Context: an optimization exercise on an open-source flow, tuned for small area, a short achievable clock period and few clock cycles. The choices shown serve that exercise and are no tape-out recipe. RTL that was checked went through simulation tests only; none was proved equivalent to the original. No activity file was given, so power comes from the tool's default toggle rates.

==> flow/design.v (excerpt) <==
module kbd_scan_react (
    input  wire        clk,
    input  wire        rst,
    input  wire        cmd_valid,
    input  wire [7:0]  cmd,
    output wire        cmd_ready,
    output reg  [7:0]  row_n,
    input  wire [7:0]  col_n,
    input  wire [31:0] rnd_data,
    output reg         rnd_take,
    output wire [17:0] ev,
    output reg         led_valid,
    output reg  [23:0] led_data,
    output reg         draw_valid,
    output wire [1:0]  draw_sprite,
    output wire [2:0]  fault
);
Size: ~700 flip-flops, roughly 110 I/O pins, ~31000 sq um of cells after synthesis.
Settings: LEC_CHECK=0, CAP_MARGIN=20, CORE_MARGIN=2, CORE_UTILIZATION=40, PLACE_DENSITY=0.6, SLEW_MARGIN=20, SYNTH_HIERARCHICAL=1; clock period 14.0 ns.
standard.sh (not shown) runs the stock make flow with config.mk's settings and CLKGATE_MAP_FILE= SYNTH_SCRIPT=/design/flow/synth_recipe.tcl, a recipe that flattens the netlist after the stock synthesis.
==> flow/flow/run.sh <==
#!/bin/bash
# Standard ORFS layout with the standard synthesis, unchanged.  Timing repair
# aims at a larger setup slack than the default so that the achieved period is
# short; the clock tree uses larger leaf clusters; ports get plain buffers.
set -euo pipefail
bash standard.sh SETUP_SLACK_MARGIN=10 CTS_CLUSTER_SIZE=32 CTS_CLUSTER_DIAMETER=80 \
    "BUFFER_PORTS_ARGS=-buffer_cell sky130_fd_sc_hd__buf_2" finish > standard.log 2>&1
The starting point finished clean.
Testbench counts at the start, summed over its fixed seeds: cycles 1,040,346.
Rerun with:
--- a/flow/flow/run.sh
+++ b/flow/flow/run.sh
@@ -6 +6 @@
-bash standard.sh SETUP_SLACK_MARGIN=10 CTS_CLUSTER_SIZE=32 CTS_CLUSTER_DIAMETER=80 \
+bash standard.sh SETUP_SLACK_MARGIN=10 CTS_CLUSTER_SIZE=18 CTS_CLUSTER_DIAMETER=60 \
Result:
- The new run completed without violations
- first-iteration DRC count came out higher by 7.7%
- combinational power went down by about 4%
- global-route usage rose by 0.25 points
- total power increases by 8.1%
- die area does not change
- non-clock buffer count decreases by 4
- via count came out higher by 0.68%
- sequential share of layout area is lower by 0.71 points
- wire length went up by 1.1%
- setup slack loses 0.019 ns
- worst hold slack degrades by 0.016 ns

* * *

## job 3994
kbd_scan_react again, from the RTL that the note above started with.
Settings: LEC_CHECK=0, CAP_MARGIN=20, CORE_MARGIN=2, CORE_UTILIZATION=40, PLACE_DENSITY=0.6, SLEW_MARGIN=20, SYNTH_HIERARCHICAL=1; clock period 14.0 ns.
==> flow/flow/run.sh <==
#!/bin/bash
# Standard ORFS layout with the standard synthesis, unchanged.  Timing repair
# aims at a larger setup slack than the default so that the achieved period is
# short; the clock tree uses larger leaf clusters; ports get plain buffers.
set -euo pipefail
bash standard.sh SETUP_SLACK_MARGIN=10.3 CTS_CLUSTER_SIZE=24 CTS_CLUSTER_DIAMETER=70 \
    "BUFFER_PORTS_ARGS=-buffer_cell sky130_fd_sc_hd__buf_2" finish > standard.log 2>&1
Testbench counts of job 3994, summed over its fixed seeds: cycles 1,040,346.
--- input diff job 3994..job 5832 ---
diff --git a/flow/flow/run.sh b/flow/flow/run.sh
--- a/flow/flow/run.sh
+++ b/flow/flow/run.sh
@@ -6 +6 @@
-bash standard.sh SETUP_SLACK_MARGIN=10.3 CTS_CLUSTER_SIZE=24 CTS_CLUSTER_DIAMETER=70 \
+bash standard.sh SETUP_SLACK_MARGIN=10.15 CTS_CLUSTER_SIZE=24 CTS_CLUSTER_DIAMETER=70 \
Notes after the runs:
From job 3994 to job 5832 the numbers moved as follows: first-iteration DRC count has decreased, post-placement cell count has remained practically unchanged, tightest hold margin has remained practically unchanged, power has increased, portion of total power attributed to combinational logic has decreased.
Changes in job 3959 relative to job 5832:
diff --git a/flow/flow/run.sh b/flow/flow/run.sh
--- a/flow/flow/run.sh
+++ b/flow/flow/run.sh
@@ -6 +6 @@
-bash standard.sh SETUP_SLACK_MARGIN=10.15 CTS_CLUSTER_SIZE=24 CTS_CLUSTER_DIAMETER=70 \
+bash standard.sh SETUP_SLACK_MARGIN=10 CTS_CLUSTER_SIZE=24 CTS_CLUSTER_DIAMETER=70 \
==> comparison <==
The lower area taken by flip-flops and latches came out of job 3959.
Compared with job 5832, job 3959 has less setup slack.
Class of the most critical setup path = reg -> out: job 5832; class of the most critical setup path = in -> reg: job 3959
Job 5832 has a higher logic gate share of total power than job 3959.
Job 3959 vs job 5832: count of clock-buffer cells in the layout down by a few percent
Going from job 5832 to job 3959, power went down, met3 track demand over resource did not really move, number of global-route vias before repair went down, number of levels in the clock H-tree did not really move, non-clock buffer count went down.

* * *

kbd_scan_react, a different RTL version from the one above (not shown whole).
Size: roughly 110 I/O pins, about 29000 um2 of cells after synthesis.
==> flow/config.mk <==
export PLATFORM = sky130hd
export DESIGN_NAME = kbd_scan_react
export DESIGN_NICKNAME = kbd_scan_react
export VERILOG_FILES = /design/flow/design.v
export SDC_FILE = /design/flow/constraint.sdc
export NUM_CORES = 8
export LEC_CHECK = 0
export CAP_MARGIN = 20
export CORE_MARGIN = 2
export CORE_UTILIZATION = 40
export PLACE_DENSITY = 0.6
export SLEW_MARGIN = 20
export SYNTH_HIERARCHICAL = 1
==> flow/constraint.sdc <==
create_clock -name core_clock -period 14.0 [get_ports {clk}]
set_input_delay 2.8000 -clock core_clock [delete_from_list [all_inputs] [get_ports {clk}]]
set_output_delay 2.8000 -clock core_clock [all_outputs]
set_load 0.01 [all_outputs]
==> flow/flow/run.sh <==
#!/bin/bash
# Standard ORFS layout (standard synthesis, unchanged). Timing repair aims at a
# larger setup slack than the default so that the achieved period is short.
set -euo pipefail
bash standard.sh SETUP_SLACK_MARGIN=10 CTS_CLUSTER_SIZE=40 CTS_CLUSTER_DIAMETER=60 finish > standard.log 2>&1
Change:
--- a/flow/flow/run.sh
+++ b/flow/flow/run.sh
@@ -5 +5 @@
-bash standard.sh SETUP_SLACK_MARGIN=10 CTS_CLUSTER_SIZE=40 CTS_CLUSTER_DIAMETER=60 finish > standard.log 2>&1
+bash standard.sh SETUP_SLACK_MARGIN=10.5 CTS_CLUSTER_SIZE=24 CTS_CLUSTER_DIAMETER=70 finish > standard.log 2>&1
Outcome: The changed run finished with timing, DRC and antenna clean. Power fell by 2.4%. Routed wire length increases by 3.4%. Die area does not change. Worst setup slack gains 140 ps. Sequential power hardly moves. Critical path depth goes down by 2. Hold slack is better by 9.3 ps. Register-to-register slack is better by 90 ps. Synthesized cell count is unchanged. Utilization came out higher by 1.7 points.
Change:
--- a/flow/flow/run.sh
+++ b/flow/flow/run.sh
@@ -5 +5 @@
-bash standard.sh SETUP_SLACK_MARGIN=10.5 CTS_CLUSTER_SIZE=24 CTS_CLUSTER_DIAMETER=70 finish > standard.log 2>&1
+bash standard.sh SETUP_SLACK_MARGIN=10.25 CTS_CLUSTER_SIZE=24 CTS_CLUSTER_DIAMETER=70 finish > standard.log 2>&1
Sequential cell count does not change.
Global-route usage went down by 0.17 points.
Synthesized area stays the same.
First-iteration DRC count went up by 6.0%.
Count of clock-buffer cells in the layout went down by 1.
Core utilization went down by 1.2 points.
Routed wire length went down by 2.0%.
Critical path depth went up by 1.
Function was not checked in any run of this note: the RTL went through the layout flow alone.

* * *

kbd_scan_react again, from the RTL that the note above started with.
Settings: LEC_CHECK=0, CAP_MARGIN=20, CORE_MARGIN=2, CORE_UTILIZATION=40, PLACE_DENSITY=0.6, SLEW_MARGIN=20, SYNTH_HIERARCHICAL=1; clock period 14.0 ns.
==> flow/flow/run.sh <==
#!/bin/bash
# Standard ORFS layout (standard synthesis, unchanged). Timing repair aims at a
# larger setup slack than the default so that the achieved period is short.
set -euo pipefail
bash standard.sh SETUP_SLACK_MARGIN=9.6 CTS_CLUSTER_SIZE=24 CTS_CLUSTER_DIAMETER=70 finish > standard.log 2>&1
Then changed:
--- a/flow/flow/run.sh
+++ b/flow/flow/run.sh
@@ -5 +5 @@
-bash standard.sh SETUP_SLACK_MARGIN=9.6 CTS_CLUSTER_SIZE=24 CTS_CLUSTER_DIAMETER=70 finish > standard.log 2>&1
+bash standard.sh SETUP_SLACK_MARGIN=9.0 CTS_CLUSTER_SIZE=24 CTS_CLUSTER_DIAMETER=70 finish > standard.log 2>&1
- synthesized cell count does not change
- routed wire length fell by 0.31%
- total power drops by 0.88%
- via count goes up by 0.40%
No functional check of the RTL was part of any run of this note.

* * *

## fjord
kbd_scan_react, a different RTL version from the one above (not shown whole).
Size in the first run: roughly 3200 cells after synthesis, about 700 flip-flops, roughly 110 I/O pins, about 31000 µm² of cells after synthesis.
clock: 14.0 ns
lec_check: 0
cap_margin: 20
core_margin: 2
core_utilization: 40
place_density: 0.6
slew_margin: 20
synth_hierarchical: 1
==> flow/flow/run.sh <==
#!/bin/bash
# Standard ORFS layout (standard synthesis, unchanged). Timing repair aims at a
# larger setup slack than the default so that the achieved period is short;
# ports get plain buffers.
set -euo pipefail
bash standard.sh SETUP_SLACK_MARGIN=10 CTS_CLUSTER_SIZE=24 CTS_CLUSTER_DIAMETER=70 "BUFFER_PORTS_ARGS=-buffer_cell sky130_fd_sc_hd__buf_2" finish > standard.log 2>&1
fjord: full flow OK, the timing, DRC and antenna checks passed
Testbench counts of fjord, summed over its fixed seeds: cycles 1,040,346.
diff inputs: fjord => juniper
==> flow/flow/run.sh <==
#!/bin/bash
# Standard ORFS layout (standard synthesis, unchanged). Timing repair aims at a
# larger setup slack than the default so that the achieved period is short;
# ports get plain buffers.
set -euo pipefail
bash standard.sh SETUP_SLACK_MARGIN=10 CTS_CLUSTER_SIZE=24 CTS_CLUSTER_DIAMETER=70 "BUFFER_PORTS_ARGS=-buffer_cell sky130_fd_sc_hd__buf_4" finish > standard.log 2>&1
--- outcome ---
- Utilization after layout: juniper vs fjord up 0.43 points
- Internal portion of total power in juniper vs fjord: up 27 µW
- juniper vs. fjord: critical path depth -2, minimum clock period dropped 28 ps, total non-filler cell area in the finished layout rose by 330 µm².
- The power after layout number comes out lower for fjord vs juniper.
- Every run (fjord and juniper) finished clean.
- Summary of juniper over fjord: growth of design area from synthesis to finish rose 1.1 points, clock power share rose 0.8 points, fraction of area in registers fell 0.42 points, count of multi-input gates about even.
- On worst hold margin, fjord and juniper are basically level.

==> separate check: timing with driven ports <==
No port has a modelled driver above. Below, the same layouts with a new extraction and two added sets of constraints.
Step 1 sets driving cells, clkbuf_16 on the clock port and buf_2 on the other inputs (assumed; they add their load-dependent delay and slew).
Step 2 moves the port delays by t, midway between the first and last clock arrival at a register: inputs arrive t later, outputs are due t later. That takes back most of the time a late clock gives input paths.
Slacks: ideal ports / drivers / drivers and shift; pairs: ideal ports / drivers.
run | t, ns | slack for setup (ns) | pins driven straight from the clock port
the first run of note 1 | 0.661 | 10.028 / 9.965 / 9.421 | 1
the second run of note 1 | 0.699 | 10.009 / 9.950 / 9.365 | 1
job 3994 | 0.668 | 10.069 / 10.009 / 9.451 | 1
job 5832 | 0.675 | 10.040 / 9.977 / 9.430 | 1
job 3959 | 0.670 | 10.028 / 9.972 / 9.402 | 1
the first run of note 3 | 0.650 | 9.857 / 9.870 / 9.220 | 1
the second run of note 3 | 0.663 | 9.999 / 10.014 / 9.351 | 1
the third run of note 3 | 0.667 | 9.965 / 9.968 / 9.300 | 1
the first run of note 4 | 0.656 | 9.632 / 9.571 / 9.085 | 1
the second run of note 4 | 0.655 | 9.179 / 9.219 / 8.565 | 1
fjord | 0.657 | 9.997 / 9.917 / 9.260 | 1
juniper | 0.663 | 10.025 / 9.979 / 9.321 | 1
After both steps every run listed still meets setup and hold. The setup slack of fjord, which loses most, moves by -0.080 ns with the drivers and by -0.737 ns with both steps.
